Source: an optimization exercise on an open RTL-to-GDS flow (aim: small area). Production flows keep margins and buffers that such runs may drop.
In this exercise RTL edits were held to simulation tests only and were not proved equivalent to the original.

==> job 1604 <==
## ddscopex_can_codec
module ddscopex_can_codec (
    input  wire        clk,
    input  wire        rst,
    input  wire        ms_tick,
    input  wire        cmd_valid,
    input  wire [15:0] cmd,
    input  wire [31:0] data,
    output wire        cmd_ready,
    output wire        rsp_valid,
    output wire [3:0]  rsp_code,
    output wire [31:0] result,
    output wire        busy,
    output wire        tx_valid,
    output wire [10:0] tx_id,
    output wire        tx_rtr,
    output wire [3:0]  tx_dlc,
    output wire [63:0] tx_data,
    input  wire        tx_ready,
    input  wire        tx_ok,
    input  wire        rx_valid,
    input  wire [10:0] rx_id,
    input  wire        rx_rtr,
    input  wire [3:0]  rx_dlc,
    input  wire [63:0] rx_data,
    output wire        rx_ready
);
==> flow/config.mk <==
export PLATFORM = sky130hd
export DESIGN_NAME = ddscopex_can_codec
export DESIGN_NICKNAME = ddscopex_can_codec
export VERILOG_FILES = /design/flow/design.v
export SDC_FILE = /design/flow/constraint.sdc
export NUM_CORES = 4
export LEC_CHECK = 0
export ABC_AREA = 1
export CAP_MARGIN = 20
export CORE_MARGIN = 2
export CORE_UTILIZATION = 50
export SLEW_MARGIN = 20
==> flow/constraint.sdc <==
create_clock -name core_clock -period 50.0 [get_ports {clk}]
set_input_delay 10.0000 -clock core_clock [delete_from_list [all_inputs] [get_ports {clk}]]
set_output_delay 10.0000 -clock core_clock [all_outputs]
set_load 0.01 [all_outputs]
standard.sh (not shown) runs the stock make flow with config.mk's settings and CLKGATE_MAP_FILE= SYNTH_SCRIPT=/design/flow/synth_recipe.tcl, a recipe that flattens the netlist after the stock synthesis.
==> flow/flow/run.sh <==
#!/bin/bash
# Own layout flow: the standard ORFS flow with
#  - an area-oriented ABC mapping script in place of ORFS's abc_area.script,
#  - adders left to ABC (no ADDER_MAP_FILE full/half-adder cell mapping),
#  - port buffers of the smallest buffer cell,
#  - clock tree synthesis without dummy loads.
# Registers are the standard synthesis's: only the combinational mapping
# changes. Each ORFS step writes its full log under orfs/logs; make's output
# goes to orfs_make.log.
set -euo pipefail
W=$(pwd)
rm -rf "$W/scripts_area"
cp -r "$FLOW_HOME/scripts" "$W/scripts_area"
cp "$W/flow/abc_area.script" "$W/scripts_area/abc_area.script"
bash "$W/standard.sh" SCRIPTS_DIR="$W/scripts_area" ADDER_MAP_FILE= \
    "BUFFER_PORTS_ARGS=-buffer_cell sky130_fd_sc_hd__buf_1" \
    "CTS_ARGS=-sink_clustering_enable -repair_clock_nets -dont_use_dummy_load" \
    finish > "$W/orfs_make.log" 2>&1
==> flow/flow/abc_area.script <==
strash
dch -f
amap
strash
dch -f
amap
strash
dch -f
amap
topo
stime -c
==> inputs of job 412, as changes to job 1604 <==
--- a/flow/design.v
+++ b/flow/design.v
@@ -3,15 +3,16 @@
     output wire [15:0] n,
     output wire        fail
 );
     wire        sign = x[31];
     wire [7:0]  e    = x[30:23];
     wire [23:0] m    = {1'b1, x[22:0]};
-    wire        top = (m >= 24'd8589935);
-    wire [30:0] qa  = {m, 7'd0} - {5'd0, m, 2'd0} + {7'd0, m} + (top ? 31'd64 : 31'd32);
-    wire [15:0] hi  = qa[30:15];
+    wire [30:0] q = {m, 7'd0} - {5'd0, m, 2'd0} + {7'd0, m};
+    wire        top = q[30];
+    wire        cy  = top ? (&q[14:6]) : (&q[14:5]);
+    wire [15:0] hi  = q[30:15] + {15'd0, cy};
     wire [3:0]  sh  = 4'd4 - e[3:0];
     wire [15:0] s0  = sh[3] ? {8'd0, hi[15:8]} : hi;
     wire [15:0] s1  = sh[2] ? {4'd0, s0[15:4]} : s0;
     wire [15:0] s2  = sh[1] ? {2'd0, s1[15:2]} : s1;
     wire [15:0] s3  = sh[0] ? {1'd0, s2[15:1]} : s2;
     wire        big   = (e >= 8'd133);
@@ -33,26 +34,28 @@
     wire [15:0] m2 = z2 ? {m3[11:0], 4'd0} : m3;
     wire        z1 = ~|m2[15:14];
     wire [15:0] m1 = z1 ? {m2[13:0], 2'd0} : m2;
     wire        z0 = ~m1[15];
     wire [15:0] norm = z0 ? {m1[14:0], 1'b0} : m1;
     wire        top = (norm[15:9] >= 7'd125);
-    wire [30:0] dd  = top ? {1'b0, norm, 14'd62} : {norm, 15'd62};
+    wire [6:0]  kk  = top ? 7'd124 : 7'd62;
+    wire [23:0] lo  = {norm[8:0], 8'd0, kk};      
     wire [174:0] rem;                            
-    wire [23:0] r;
-    assign rem[6:0] = dd[30:24];                 
+    wire [24:0] r;
+    assign r[24]  = top;
+    assign rem[6:0] = top ? (norm[15:9] + 7'd3) : norm[15:9];
     genvar i;
     generate
         for (i = 1; i < 25; i = i + 1) begin : g_step
-            wire [7:0] t = {rem[7*i-1 -: 7], dd[24-i]};
+            wire [7:0] t = {rem[7*i-1 -: 7], lo[24-i]};
             wire [7:0] s = t + 8'd3;              
             assign r[24-i] = s[7];
             assign rem[7*i+6 -: 7] = s[7] ? s[6:0] : t[6:0];
         end
     endgenerate
-    wire [22:0] frac = r[22:0];
+    wire [22:0] frac = top ? r[23:1] : r[22:0];
     wire [7:0]  expo = 8'd132 - {4'd0, z3, z2, z1, z0} + {7'd0, top};
     assign q = (n == 16'd0) ? 32'd0 : {sign, expo, frac};
 endmodule
 module ddscopex_can_codec (
     input  wire        clk,
     input  wire        rst,
@@ -91,17 +94,16 @@
     reg [63:0] rx_buf;
     reg [31:0] result_q;
     reg [3:0]  last_code;
     reg        rsp_v;
     reg [15:0] timeout_ms;
     reg        silent;
-    reg [1:0]  fsm;         
-    wire idle    = (fsm == 2'd0);
-    wire st_tx   = (fsm == 2'd1);
-    wire st_wait = fsm[1];
-    wire st_hb   = (fsm == 2'd3);
+    reg        st_tx;       
+    reg        st_wait;     
+    reg        st_hb;       
+    wire idle = ~st_tx & ~st_wait;
     assign cmd_ready = idle & ~rst;
     assign busy      = ~idle;
     assign tx_valid  = st_tx & ~rst;
     assign rx_ready  = st_wait & ~rst;
     assign rsp_valid = rsp_v;
     assign rsp_code  = last_code;
@@ -233,13 +235,15 @@
             rx_id_q     <= 11'd0;
             rx_buf      <= 64'd0;
             result_q    <= 32'd0;
             rsp_v       <= 1'b0;
             timeout_ms  <= 16'd5;
             silent      <= 1'b0;
-            fsm         <= 2'd0;
+            st_tx       <= 1'b0;
+            st_wait     <= 1'b0;
+            st_hb       <= 1'b0;
         end else begin
             rsp_v <= complete;
             if (do_enc) begin
                 frame_id    <= {data[21:16], data[4:0]};
                 frame_valid <= 1'b1;
             end
@@ -267,17 +271,21 @@
                     rx_buf[8*k +: 8] <= cap_en[k] ? rx_data[8*k +: 8] : 8'd0;
             end else if (rx_clr) begin
                 rx_buf <= {42'd0, (do_hb ? data[21:16] : 6'd0), 16'd0};
             end else if (tick) begin
                 rx_buf[15:0] <= cnt_inc;
             end
-            if (do_xchg)
-                fsm <= 2'd1;
-            else if (do_hb)
-                fsm <= 2'd3;
-            else if (tx_done)
-                fsm <= tx_end ? 2'd0 : 2'd2;
-            else if (rx_match | tmo_hit)
-                fsm <= 2'd0;
+            if (do_xchg) begin
+                st_tx <= 1'b1;
+            end else if (do_hb) begin
+                st_wait <= 1'b1;
+                st_hb   <= 1'b1;
+            end else if (tx_done) begin
+                st_tx   <= 1'b0;
+                st_wait <= ~tx_end;
+            end else if (rx_match | tmo_hit) begin
+                st_wait <= 1'b0;
+                st_hb   <= 1'b0;
+            end
         end
     end
 endmodule
==> flow/flow/run.sh (replaced) <==
#!/bin/bash
# Own layout flow: the standard ORFS flow, with an area-oriented ABC mapping
# script in place of ORFS's abc_area.script. Everything else is ORFS's own.
set -euo pipefail
W=$(pwd)
rm -rf "$W/scripts_area"
cp -r "$FLOW_HOME/scripts" "$W/scripts_area"
cp "$W/flow/abc_area.script" "$W/scripts_area/abc_area.script"
bash "$W/standard.sh" SCRIPTS_DIR="$W/scripts_area" finish > "$W/orfs_make.log" 2>&1
==> flow/flow/abc_area.script (replaced) <==
strash
&get -n
&st
&dch -f
&nf -a -R 1000
&st
&dch -f
&nf -a -R 1000
&st
&dch -f
&nf -a -R 1000
&put
topo
stime -c
Settings changed: CORE_UTILIZATION 50 to 40.
==> notes <==
Against job 412, the sequential share of layout area of job 1604 is higher by 4.4 points.
In job 412 the die area is higher than in job 1604, by about 40%.
Between job 1604 and job 412, the lower clock skew is in job 1604 (gap 0.033 ns).
Against job 1604, the non-clock buffer count of job 412 is lower by 2.
Between job 1604 and job 412, the lower area after synthesis is in job 1604 (gap about 12%, measured against job 412).
Against job 412, the utilization of job 1604 is higher by 8.4 points.
Against job 412, the count of clock-buffer cells in the layout of job 1604 is lower by 7.
Between job 412 and job 1604, the lower register-to-register slack is in job 412 (gap 0.59 ns).
==> figures <==
item	job 412	job 1604
Result of the run	no timing/DRC/antenna violations	no timing/DRC/antenna violations
Critical path data arrival time	46.75 ns	46.10 ns
Overall die area	0.0461 mm^2	0.0326 mm^2
Slowest stage cell on the critical path	sky130_fd_sc_hd__mux2i_1	sky130_fd_sc_hd__or4b_1
Core box area	0.0440 mm^2	0.0307 mm^2
Max Clock Freq	21.6 MHz	21.9 MHz
Uppermost metal layer occupied by signal nets	met4	met5
Post-synth cell types	66	52
Area share of fa/ha/maj cells after synthesis	6.45%	0%
Layout clock buffer count	32	25
Number of global-route vias before repair	18052	17914
Clk sinks	213	212
Final-layout worst hold slack	0.449 ns	0.492 ns
Setup Skew	0.0501 ns	0.0174 ns
Worst Hold Path EP	frame_dlc[3]	rx_buf[45]
Half-perimeter wire length after detailed placement	55900 um	51500 um
Number of iterations in the first detailed-routing pass	6	8

==> static timing again, ports no longer ideal <==
The results above use ideal ports. As a check the final layouts listed here were re-extracted and re-timed, cells and wires unchanged.
Step 1: set_driving_cell puts a clkbuf_16 on clk and a buf_2 on each other input, an assumption about the parent block.
Step 2 moves the port delays by t, midway between the first and last clock arrival at a register: inputs arrive t later, outputs are due t later. That takes back most of the time a late clock gives input paths.
Three values: ideal, step 1, step 2; two values: the first two.
| run | shift t [ns] | setup slack, ns | worst hold slack (ns) | worst setup path at the end | clock arrival spread, ns |
|---|---|---|---|---|---|
| job 1604 | 0.583 | 4.367 / 4.401 / 3.817 | 0.492 / 0.492 / 0.492 | input to register | 0.017 / 0.017 |
| job 412 | 0.606 | 3.701 / 3.734 / 3.128 | 0.449 / 0.449 / 0.449 | input to register | 0.051 / 0.050 |
After both steps setup and hold are still met in every run listed. For job 412, which loses most, drivers alone change the setup slack by +0.033 ns; drivers and shift together by -0.573 ns.
